What follows belongs to an exercise in optimizing a design on an open flow for small area, a short achievable clock period and few clock cycles; a production flow would make more cautious choices. Only simulation tests tie the RTL to the original design; equivalence was not proved. No activity file was given, so power comes from the tool's default toggle rates.

job 101:
Design sbl_scanner, start of the top module:
module sbl_scanner #(
    parameter N_CELLS        = 36,
    parameter FLASH1_PERIOD  = 3,
    parameter FLASH2_PERIOD  = 1,
    parameter HOLD_THRESHOLD = 10,
    parameter SPI_MODE       = 0,
    parameter NB             = (N_CELLS + 7) / 8
) (
    input  wire            clk,
    input  wire            rst,
    input  wire            cmd_valid,
    output wire            cmd_ready,
    input  wire [63:0]     cmd_data,
    output wire            rsp_valid,
    input  wire            rsp_ready,
    output wire [63:0]     rsp_data,
    output wire            xfer_req,
    output wire [NB*8-1:0] xfer_out,
    input  wire            xfer_ack,
    input  wire            xfer_ok,
    input  wire [NB*8-1:0] xfer_in,
    input  wire [7:0]      xfer_reason
);
Size in the first run: about 5900 cells after synthesis, ~1100 flip-flops, about 230 I/O pins, ~0.064 sq mm of cells after synthesis.
==> flow/config.mk <==
export PLATFORM = sky130hd
export DESIGN_NAME = sbl_scanner
export DESIGN_NICKNAME = sbl_scanner
export VERILOG_FILES = /design/flow/design.v
export SDC_FILE = /design/flow/constraint.sdc
export NUM_CORES = 4
export LEC_CHECK = 0
export CAP_MARGIN = 20
export CORE_MARGIN = 2
export CORE_UTILIZATION = 40
export PLACE_DENSITY = 0.5
export SLEW_MARGIN = 20
==> flow/constraint.sdc <==
create_clock -name core_clock -period 12.0 [get_ports {clk}]
set_input_delay 2.4000 -clock core_clock [delete_from_list [all_inputs] [get_ports {clk}]]
set_output_delay 2.4000 -clock core_clock [all_outputs]
set_load 0.01 [all_outputs]
standard.sh (not shown) runs the stock make flow with config.mk's settings and CLKGATE_MAP_FILE= SYNTH_SCRIPT=/design/flow/synth_recipe.tcl, a recipe that flattens the netlist after the stock synthesis.
==> flow/flow/run.sh <==
#!/bin/bash
# Standard ORFS layout, with repair_timing asked to leave a setup margin so
# that the optimiser keeps working on timing below the 12 ns clock.
set -euo pipefail
bash standard.sh SETUP_SLACK_MARGIN=8.2 finish > standard_flow.log 2>&1
Testbench counts of job 101, summed over its fixed seeds: cycles 23,175.
Input changes introduced in job 102 (baseline for comparison: job 101):
-- flow/design.v --
<<< job 101, line 44
    reg        set_q;       
    reg        com_q;       
    reg [63:0] rsp_q;
    reg [7:0]  cb_q;
>>> job 102, line 44
    reg        set_q;       
    reg        com_q;       
    reg        rst_q;       
    reg [63:0] rsp_q;
    reg [7:0]  cb_q;
<<< job 101, line 177
    wire take   = vld_q & rsp_ready;
    wire accept = rdy_q & cmd_valid;
    wire [7:0]  wcb = rst ? 8'd0  : cb_q;
    wire [15:0] wcn = rst ? 16'd0 : cn_q;
    always @(posedge clk) begin
        for (i = 0; i < N; i = i + 1) begin
            if (rst || (set_q && oh[i])) begin
                st[2*i +: 2]    <= wcb[1:0];
                tgl[i]          <= wcb[3];
>>> job 102, line 178
    wire take   = vld_q & rsp_ready;
    wire accept = rdy_q & cmd_valid;
    wire [7:0]  wcb = rst_q ? 8'd0  : cb_q;
    wire [15:0] wcn = rst_q ? 16'd0 : cn_q;
    always @(posedge clk) begin
        for (i = 0; i < N; i = i + 1) begin
            if (rst_q || (set_q && oh[i])) begin
                st[2*i +: 2]    <= wcb[1:0];
                tgl[i]          <= wcb[3];
<<< job 101, line 230
            end
        end
        if (rst) begin
            rsp_q <= 64'd0;
            tx_q  <= {N{1'b0}};
>>> job 102, line 231
            end
        end
        rst_q <= rst;
        if (rst_q) begin
            rsp_q <= 64'd0;
            tx_q  <= {N{1'b0}};
<<< job 101, line 236
            sc    <= 32'd0;
            sc_m3 <= 2'd0;
            rdy_q <= 1'b1;
            vld_q <= 1'b0;
            last_q <= 1'b0;
>>> job 102, line 238
            sc    <= 32'd0;
            sc_m3 <= 2'd0;
        end else begin
            if (req_q)
                lamp <= tx_q;
            if (com_q) begin
                sc    <= sc + 32'd1;
                sc_m3 <= (&sc || sc_m3 == 2'd2) ? 2'd0 : sc_m3 + 2'd1;
            end
        end
        if (rst) begin
            rdy_q <= 1'b0;
            vld_q <= 1'b0;
            last_q <= 1'b0;
<<< job 101, line 244
            set_q <= 1'b0;
            com_q <= 1'b0;
        end else begin
            if (req_q)
                lamp <= tx_q;
            if (com_q) begin
                sc    <= sc + 32'd1;
                sc_m3 <= (&sc || sc_m3 == 2'd2) ? 2'd0 : sc_m3 + 2'd1;
            end
            set_q <= 1'b0;
            get_q <= 1'b0;
>>> job 102, line 255
            set_q <= 1'b0;
            com_q <= 1'b0;
        end else if (rst_q) begin
            rdy_q <= 1'b1;
        end else begin
            set_q <= 1'b0;
            get_q <= 1'b0;
--- outcome ---
- On maximum achievable frequency, job 101 and job 102 are neck and neck.
- Summary: with job 101 as the reference, area after synthesis in job 102 moved down slightly.
- Job 101 -> job 102: post-route total power decreased by a few percent
- When the final numbers for job 101 and job 102 were put side by side, the clock-net power turned out to be smaller in job 102.
- On number of buffers added by the clock tree synthesis step: between job 101 and job 102, it ends up lower for job 102.
- Job 102 ends up with a fraction of area in registers that is 0.70 points higher than in job 101.
- Job 102 vs job 101: non-clock buffer count up
- In terms of number of cells produced by synthesis, job 102 and job 101 differ only marginally.
Testbench counts of job 102, summed over its fixed seeds: cycles 23,183.

---

sbl_scanner, a different RTL version from the one above (not shown whole).
Size in the first run: ~6100 cells after synthesis, about 230 I/O pins, roughly 65000 sq um of cells after synthesis.
==> flow/config.mk <==
export PLATFORM = sky130hd
export DESIGN_NAME = sbl_scanner
export DESIGN_NICKNAME = sbl_scanner
export VERILOG_FILES = /design/flow/design.v
export SDC_FILE = /design/flow/constraint.sdc
export NUM_CORES = 4
export LEC_CHECK = 0
export CAP_MARGIN = 20
export CORE_MARGIN = 2
export CORE_UTILIZATION = 40
export PLACE_DENSITY = 0.5
export SLEW_MARGIN = 20
==> flow/constraint.sdc <==
create_clock -name core_clock -period 12.0 [get_ports {clk}]
set_input_delay 2.4000 -clock core_clock [delete_from_list [all_inputs] [get_ports {clk}]]
set_output_delay 2.4000 -clock core_clock [all_outputs]
set_load 0.01 [all_outputs]
Scripts as last shown in full above: flow/flow/run.sh
Testbench counts at the start, summed over its fixed seeds: cycles 23,183.
Rerun with:
--- a/flow/design.v
+++ b/flow/design.v
@@ -105,13 +105,13 @@
             assign ge10[gi] = (c >= HOLD_THRESHOLD);
             assign ev_in[gi]     = (nch[gi] & (prs_in[gi] ^ lsp[gi])) |
                                    (nho[gi] & prs_in[gi] & ge10[gi]);
             assign chg_ev[gi]    = nch[gi] & (prs[gi] ^ lsp[gi]);
             assign hold_ev[gi]   = nho[gi] & prs[gi] & ge10[gi];
             assign is_down[gi]   = prs[gi] & ~lsp[gi];
-            wire       cin = 1'b1;
+            wire       cin = prs[gi];
             wire [3:0] a;
             wire [3:0] k;
             wire [15:0] cy;
             genvar gg, gb;
             for (gg = 0; gg < 4; gg = gg + 1) begin : g_grp
                 assign a[gg] = &c[4*gg +: 4];
@@ -143,19 +143,20 @@
             below[i] = below[i-1] | pend[i-1];
     end
     wire [N-1:0] oh_n  = pend & ~below;
     wire         any_n = |pend;
     reg [15:0] s_cnt;
     reg [1:0]  s_st;
-    reg        s_prs, s_lamp, s_tgl, s_nch, s_nho, s_hep, s_lsp, s_chg;
+    reg        s_prs, s_sat, s_lamp, s_tgl, s_nch, s_nho, s_hep, s_lsp, s_chg;
     reg [5:0]  s_pos;
     always @(*) begin
-        s_cnt = 16'd0; s_prs = 1'b0; s_st = 2'd0; s_lamp = 1'b0; s_tgl = 1'b0; s_nch = 1'b0;
+        s_cnt = 16'd0; s_prs = 1'b0; s_sat = 1'b0; s_st = 2'd0; s_lamp = 1'b0; s_tgl = 1'b0; s_nch = 1'b0;
         s_nho = 1'b0; s_hep = 1'b0; s_lsp = 1'b0; s_chg = 1'b0; s_pos = 6'd0;
         for (i = 0; i < N; i = i + 1) begin
-            s_cnt  = s_cnt  | ({16{oh[i]}} & cnt[16*i +: 16]);
+            s_cnt  = s_cnt  | ({16{oh[i]}} & sum[16*i +: 16]);
+            s_sat  = s_sat  | (oh[i] & sat[i]);
             s_prs  = s_prs  | (oh[i] & prs[i]);
             s_st   = s_st   | ({2{oh[i]}} & st[2*i +: 2]);
             s_lamp = s_lamp | (oh[i] & lamp[i]);
             s_tgl  = s_tgl  | (oh[i] & tgl[i]);
             s_nch  = s_nch  | (oh[i] & nch[i]);
             s_nho  = s_nho  | (oh[i] & nho[i]);
@@ -163,14 +164,13 @@
             s_lsp  = s_lsp  | (oh[i] & lsp[i]);
             s_chg  = s_chg  | (oh[i] & chg_ev[i]);
             s_pos  = s_pos  | ({6{oh[i]}} & i[5:0]);
         end
     end
     wire        w_hep  = get_q ? s_hep : ~(s_chg & ~cdn);
-    wire [15:0] s_inc  = (&s_cnt) ? s_cnt : s_cnt + 16'd1;
-    wire [15:0] w_cnt  = get_q ? s_cnt : (s_inc & {16{s_prs}});
+    wire [15:0] w_cnt  = (s_cnt | {16{s_sat}}) & {16{s_prs | get_q}};
     wire [63:0] snap_w = {16'd0, w_cnt, 10'd0, s_pos,
                           s_lsp, w_hep, s_nho, s_nch, s_tgl, s_lamp, s_st, 4'd0, K_SNAP};
     wire [63:0] done_w = {sc, 9'd0, k_q, 12'd0, K_DONE};
     wire [63:0] dec_w  = (any | get_q) ? snap_w : done_w;
     wire        dec_last = get_q | !ok_q | !any;
     wire ld     = !vld_q | rsp_ready;
@@ -199,12 +199,13 @@
             end
         end
     end
     always @(posedge clk) begin
         if (rdy_q) begin
             tx_q  <= enc;
+            prs   <= {N{1'b0}};
             rsp_q <= simple_w;
             cb_q  <= cmd_data[15:8];
             cn_q  <= cmd_data[47:32];
             oh    <= pos_oh;
         end else if (req_q) begin
             prs   <= prs_in;
After rerunning:
- sequential share of layout area came out lower by 1.2 points
- die area rose by a few percent
- power climbs by a few percent
- core utilization rose by 0.12 points
- synthesized cell count grows by a few percent
- wire length is higher by roughly a tenth
- sequential power decreases slightly
- area after synthesis came out higher by a few percent
Testbench counts after the change, summed over its fixed seeds: cycles 23,183.

-- afterwards: timing with drivers on the ports --
Ports are ideal in the flow. The routed layouts listed here were re-timed in OpenROAD. Step 1: set_driving_cell puts a clkbuf_16 on clk and a buf_2 on each other input, an assumption about the parent block. Step 2 also shifts input and output timing later by t, the mid clock arrival at the registers, as if the neighbouring blocks saw the same clock. Three values: ideal, step 1, step 2; two values: the first two.
| run | shift t [ns] | setup slack, ns | worst setup path after step 2 | slew at the worst register clock pin (ns) | pins driven straight from the clock port |
|---|---|---|---|---|---|
| job 101 | 0.888 | 8.024 / 8.024 / 7.303 | input to register | 0.07 / 0.07 | 1 |
| job 102 | 0.877 | 8.024 / 8.029 / 7.179 | input to register | 0.06 / 0.06 | 1 |
| the first run of note 2 | 0.912 | 8.001 / 8.004 / 7.112 | input to register | 0.07 / 0.07 | 1 |
| the second run of note 2 | 0.944 | 7.955 / 7.955 / 7.198 | input to register | 0.07 / 0.07 | 1 |
After both steps setup and hold are still met in every run listed. For the first run of note 2, which loses most, drivers alone change the setup slack by +0.003 ns; drivers and shift together by -0.889 ns.
